This design comes from an exercise in tuning for small area on the open sky130 flow, not from production work. Where RTL was checked, it was by simulation tests only, not by an equivalence proof against the original. Power is estimated from default activity; no workload was simulated.

==> inputs of willow <==
Design lamppwm, start of the top module:
module lamppwm (
    input  wire        clk,
    input  wire        por,
    input  wire        btn,
    input  wire        bg_tick,
    output wire        led,
    output wire        pwm_en,
    output wire        bg_run,
    output wire [1:0]  sleep_o,
    output wire        periph_clk_en,
    output wire [12:0] op_trace
);
clock: 10.0 ns
lec_check: 0
cap_margin: 20
core_margin: 2
core_utilization: 40
place_density: 0.6
slew_margin: 20
standard.sh (not shown) runs the stock make flow with config.mk's settings and CLKGATE_MAP_FILE= SYNTH_SCRIPT=/design/flow/synth_recipe.tcl, a recipe that flattens the netlist after the stock synthesis.
==> flow/flow/run.sh <==
#!/bin/bash
# The standard layout flow (standard.sh) with two changes: the ports are
# buffered with the smallest buffer, and CTS uses no dummy loads.
export BUFFER_PORTS_ARGS="-buffer_cell sky130_fd_sc_hd__buf_1"
export CTS_ARGS="-sink_clustering_enable -repair_clock_nets -dont_use_dummy_load -buf_list sky130_fd_sc_hd__clkbuf_4 -sink_clustering_size 12"
bash standard.sh > standard.log 2>&1
==> ember: changes against willow <==
--- a/flow/design.v
+++ b/flow/design.v
@@ -30,44 +30,46 @@
         S_WAKEUP      = 5'h11,
         S_WAKE_CLI    = 5'h12,
         S_WAKE_CLRF   = 5'h13,
         S_WAKE_DISARM = 5'h14,
         S_WAKE_BG     = 5'h03;
-    localparam [2:0] M_OFF = 3'b000, M_ON = 3'b001, M_SLOW = 3'b011, M_FAST = 3'b111, M_FADE = 3'b110;
+    localparam [2:0] M_OFF = 3'b000, M_ON = 3'b100, M_SLOW = 3'b101, M_FAST = 3'b111, M_FADE = 3'b110;
     reg [4:0]  seq;
     reg [2:0]  mode;
     reg        pwm_en_r;
     reg [7:0]  pwm_cnt;
     reg [2:0]  pwm_buf;    
-    reg [2:0]  pwm_cmp;    
+    reg [1:0]  pwm_cmp;    
     reg        pwm_hi;     
     reg        pcif;
     reg        btn_prev;
     reg        bg_run_r;
-    reg [13:0] dly;
-    wire mode_off = !mode[0] && !mode[1];    
-    wire dly_end_16000 = (dly[0] && dly[1] && !dly[2] && !dly[3] && !dly[4] && dly[5] && dly[6] && dly[7] && !dly[8] && dly[9] && dly[10] && !dly[11] && !dly[12] && !dly[13]);
-    wire dly_end_3200  = (dly[0] && !dly[1] && !dly[2] && dly[3] && !dly[4] && dly[6] && !dly[9] && !dly[10] && !dly[11] && !dly[13]);
-    wire dly_end_16    = (dly[1] && dly[3] && !dly[4]);
+    reg [11:0] dly;
+    wire mode_off = !mode[2];    
+    wire dly_end_16000 = (dly[0] && dly[1] && !dly[2] && dly[3] && !dly[5] && !dly[6] && !dly[7] && !dly[8] && pwm_cnt[0] && !pwm_cnt[3] && pwm_cnt[4] && pwm_cnt[6]);
+    wire dly_end_3200  = (!dly[0] && !dly[1] && dly[2] && dly[3] && dly[4] && dly[5] && !dly[6] && !dly[7] && !dly[8] && dly[9] && dly[10] && !dly[11]);
+    wire dly_end_16    = (!dly[0] && dly[1] && dly[3]);
     wire dly_end_2     = (dly[0]);
     wire wake     = pcif || (bg_run_r && bg_tick);
     wire pwm_wrap = (pwm_cnt[0] && pwm_cnt[1] && pwm_cnt[2] && pwm_cnt[3] && pwm_cnt[4] && pwm_cnt[5] && pwm_cnt[6] && !pwm_cnt[7]);    
     reg pwm_last;
     always @(*) begin
-        if (!pwm_cmp[0])     pwm_last = (!pwm_cnt[0] && pwm_cnt[1] && pwm_cnt[2] && !pwm_cnt[4] && !pwm_cnt[6] && !pwm_cnt[7]);
-        else if (!pwm_cmp[1]) pwm_last = (!pwm_cnt[0] && !pwm_cnt[1] && pwm_cnt[2] && !pwm_cnt[3] && !pwm_cnt[4] && pwm_cnt[5] && pwm_cnt[6] && !pwm_cnt[7]);
-        else if (pwm_cmp[2]) pwm_last = (!pwm_cnt[0] && !pwm_cnt[1] && pwm_cnt[2] && !pwm_cnt[4] && pwm_cnt[5]);
-        else                 pwm_last = (pwm_cnt[1] && !pwm_cnt[2] && pwm_cnt[3] && pwm_cnt[7]);
+        case (pwm_cmp)
+            2'b00:   pwm_last = (!pwm_cnt[0] && !pwm_cnt[1] && pwm_cnt[2] && !pwm_cnt[3] && !pwm_cnt[4] && pwm_cnt[5] && pwm_cnt[6] && !pwm_cnt[7]);    
+            2'b10:   pwm_last = (!pwm_cnt[0] && pwm_cnt[1] && pwm_cnt[2] && !pwm_cnt[4] && !pwm_cnt[6] && !pwm_cnt[7]);    
+            2'b11:   pwm_last = (!pwm_cnt[0] && !pwm_cnt[1] && pwm_cnt[2] && !pwm_cnt[4] && pwm_cnt[5]);     
+            default: pwm_last = (pwm_cnt[1] && !pwm_cnt[2] && pwm_cnt[3] && pwm_cnt[7]);     
+        endcase
     end
     always @(posedge clk) begin
-        dly <= st_dly_clr ? 14'd0 : {~dly[12:0], ~(dly[13] ^ dly[9] ^ dly[5] ^ dly[0])};
+        dly <= st_dly_clr ? 12'd0 : {~dly[10:0], ~(dly[11] ^ dly[0] ^ dly[1] ^ dly[7])};
     end
     always @(posedge clk) begin
-        pwm_cnt <= pwm_load ? 8'd0 : {~pwm_cnt[6:0], ~(pwm_cnt[7] ^ pwm_cnt[5] ^ pwm_cnt[4] ^ pwm_cnt[2])};
+        pwm_cnt <= pwm_cnt_clr ? 8'd0 : {~pwm_cnt[6:0], ~(pwm_cnt[7] ^ pwm_cnt[5] ^ pwm_cnt[4] ^ pwm_cnt[2])};
         if (pwm_load || pwm_wrap) begin
-            pwm_cmp <= pwm_buf;
-            pwm_hi  <= pwm_buf[0] || pwm_buf[1];    
+            pwm_cmp <= pwm_buf[1:0];
+            pwm_hi  <= pwm_buf[2];    
         end else if (pwm_last) begin
             pwm_hi  <= 1'b0;
         end
     end
     always @(posedge clk) begin
@@ -85,10 +87,11 @@
     wire st_selftest = (seq[0] && !seq[1] && seq[2] && !seq[3] && !seq[4]);
     wire st_clrf     = (seq[0] && seq[1] && seq[4]);
     wire sleeping    = (!seq[1] && !seq[2] && seq[4]);
     wire st_pstate   = (!seq[1] && !seq[2] && seq[4]) || (seq[0] && !seq[1] && seq[2] && seq[3]);
     wire pcie        = (!seq[0] && !seq[2] && !seq[3]) || (seq[3] && !bg_run_r) || (seq[0] && seq[1] && seq[2] && seq[3]) || (!seq[0] && seq[4]) || (!seq[2] && seq[4]);
+    wire pwm_cnt_clr = (!seq[0] && seq[1] && !seq[2] && seq[3] && !pwm_en_r) || (!seq[0] && !seq[1] && !seq[3] && !seq[4]);
     wire pwm_load    = (!seq[0] && seq[1] && !seq[2] && seq[3] && !pwm_en_r);
     wire pwm_en_nxt  = (!seq[3] && pwm_en_r) || (!seq[1] && pwm_en_r) || (!seq[0] && seq[1] && !seq[2] && seq[3]) || (seq[2] && pwm_en_r);
     wire bg_run_nxt  = (seq[4] && bg_run_r) || (seq[2] && bg_run_r) || (seq[3] && bg_run_r) || (seq[0] && !seq[3] && !seq[4]);
     always @(posedge clk) begin
         if (por) begin
@@ -101,24 +104,24 @@
         end else begin
             seq      <= {seq_nxt4, seq_nxt3, seq_nxt2, seq_nxt1, seq_nxt0};
             pwm_en_r <= pwm_en_nxt;
             bg_run_r <= bg_run_nxt;
             if (st_debounce && dly_end_3200 && !btn)
-                mode <= {mode[1] & mode[0], mode[0], !mode[2]};
+                mode <= {!(mode[1] && !mode[0]), mode[0], mode[2] && !mode[1]};
             if (st_on_duty)
                 pwm_buf <= mode;
             pcif <= (pcie && (btn != btn_prev)) || (pcif && !st_clrf);
         end
     end
     wire [4:0] opc = seq;
-    wire [7:0] duty = {!mode[1],                      
-                       !(mode[1] && mode[0]),         
-                       mode[2] || !mode[1],           
+    wire [7:0] duty = {!mode[1] && !mode[0],          
+                       !mode[0],                      
+                       mode[1] || !mode[0],           
                        1'b1, 1'b1,                    
-                       mode[1],                       
-                       mode[0],                       
-                       mode[1] && !(mode[2] && mode[0])};  
+                       mode[1] || mode[0],            
+                       !mode[1] || mode[0],           
+                       mode[1] ^ mode[0]};            
     wire [7:0] arg = st_on_duty ? duty : {7'd0, mode_off && st_pstate};
     assign op_trace      = {opc, arg};
     assign led           = st_selftest || (pwm_en_r && pwm_hi);
     assign pwm_en        = pwm_en_r;
     assign bg_run        = bg_run_r;
==> flow/flow/run.sh (replaced) <==
#!/bin/bash
# The standard layout flow (standard.sh) with three changes:
# - synthesis maps the combinational logic for area (flow/synth.tcl);
# - the ports are buffered with the smallest buffer;
# - CTS inserts no dummy loads and uses small clock buffers.
# Each tool's full output goes to the ORFS logs; make's output to flow.log.
set -euo pipefail
sed "s#SYNTH_SCRIPT=[^ ]*#SYNTH_SCRIPT=$PWD/flow/synth.tcl#" standard.sh > own_standard.sh
grep -q "SYNTH_SCRIPT=$PWD/flow/synth.tcl" own_standard.sh
export BUFFER_PORTS_ARGS="-buffer_cell sky130_fd_sc_hd__buf_1"
export CTS_ARGS="-sink_clustering_enable -repair_clock_nets -dont_use_dummy_load -buf_list sky130_fd_sc_hd__clkbuf_4 -sink_clustering_size 12"
bash own_standard.sh > flow.log 2>&1
==> flow/flow/area.abc (new file) <==
strash
dch
amap
topo
==> flow/flow/synth.tcl (new file) <==
# The standard flow's synthesis script (synth_recipe.tcl) with two changes to the mapping
# of the combinational logic: ORFS's ABC step uses the area-oriented ABC
# script area.abc beside this file instead of ORFS's speed script, and
# adders are not extracted into half/full-adder cells first (ABC maps that
# logic itself). The registers, and everything else, are unchanged.
set own_abc_script [file join [file dirname [file normalize [info script]]] area.abc]
proc synth {args} { yosys synth -nofsm -noshare {*}$args }
proc abc {args} {
  set i [lsearch -exact $args -script]
  if { $i >= 0 } {
    lset args [expr { $i + 1 }] $::own_abc_script
  }
  yosys abc {*}$args
}
proc extract_fa {args} {}
source $::env(SCRIPTS_DIR)/synth.tcl
# left out here: clear keep_hierarchy, flatten, clean up, hide names made inside functions, write 1_2_yosys.v
==> comparison <==
- Between willow and ember, the lower cell count is in willow (gap about 1.7%, measured against ember).
- Against willow, the synthesized cell count of ember is lower by about 0.46%.
- Area after synthesis: willow is higher than ember (12%).
- In willow the flip-flop and latch count is higher than in ember, by 3.
- Against willow, the via count of ember is larger by 0.58%.
- In count of clock-buffer cells in the layout, ember and willow do not differ.
- Between willow and ember, the lower clock power is in willow (gap about 0.7%, measured against ember).
==> figures <==
	ember	willow
Result of the run	no timing/DRC/antenna violations	no timing/DRC/antenna violations
Total number of vias	1555	1546
Area of the core	4030 um^2	4660 um^2
Power consumed by the clock network	0.0000701 W	0.0000696 W
Y dimension of the die	69.0 um	72.9 um
Min setup slack post-route	6.00 ns	5.68 ns
Number of logic stages on the critical path including buffering	5	7
Xor and xnor area share after synthesis	0.00519	0.0323
Final Power	0.000556 W	0.000583 W
Portion of synthesized cell area occupied by the leading cell type	0.415	0.391
Mapped Cells	216	217
Total area of multi-input combinational cells	782 um^2	945 um^2
Clock period minus final worst setup slack	4.00 ns	4.32 ns
Crit Reg-Reg Startpoint	dly[7]	seq[1]
Met3 wire length	182 um	153 um
The RTL of willow was laid out without a check of its function.

port drivers added, routing unchanged:
The results above use ideal ports. As a check the final layouts listed here were re-extracted and re-timed, cells and wires unchanged.
Step 1 assumes that a clkbuf_16 drives the clock port and a buf_2 every other input.
Step 2, shift: input delay + t, output delay - t, t = (earliest + latest rising clock arrival at the registers) / 2. This alone moves slack from input paths to output paths.
Slacks: no drivers / after step 1 / after step 2; pairs: no drivers / after step 1.
| run | shift t [ns] | setup WS [ns] | hold slack, ns | worst register clock-pin slew, ns |
|---|---|---|---|---|
| willow | 0.351 | 5.677 / 5.650 / 6.000 | 0.429 / 0.429 / 0.429 | 0.12 / 0.12 |
| ember | 0.363 | 6.000 / 5.976 / 6.339 | 0.417 / 0.417 / 0.417 | 0.11 / 0.11 |
After both steps every run listed still meets setup and hold.
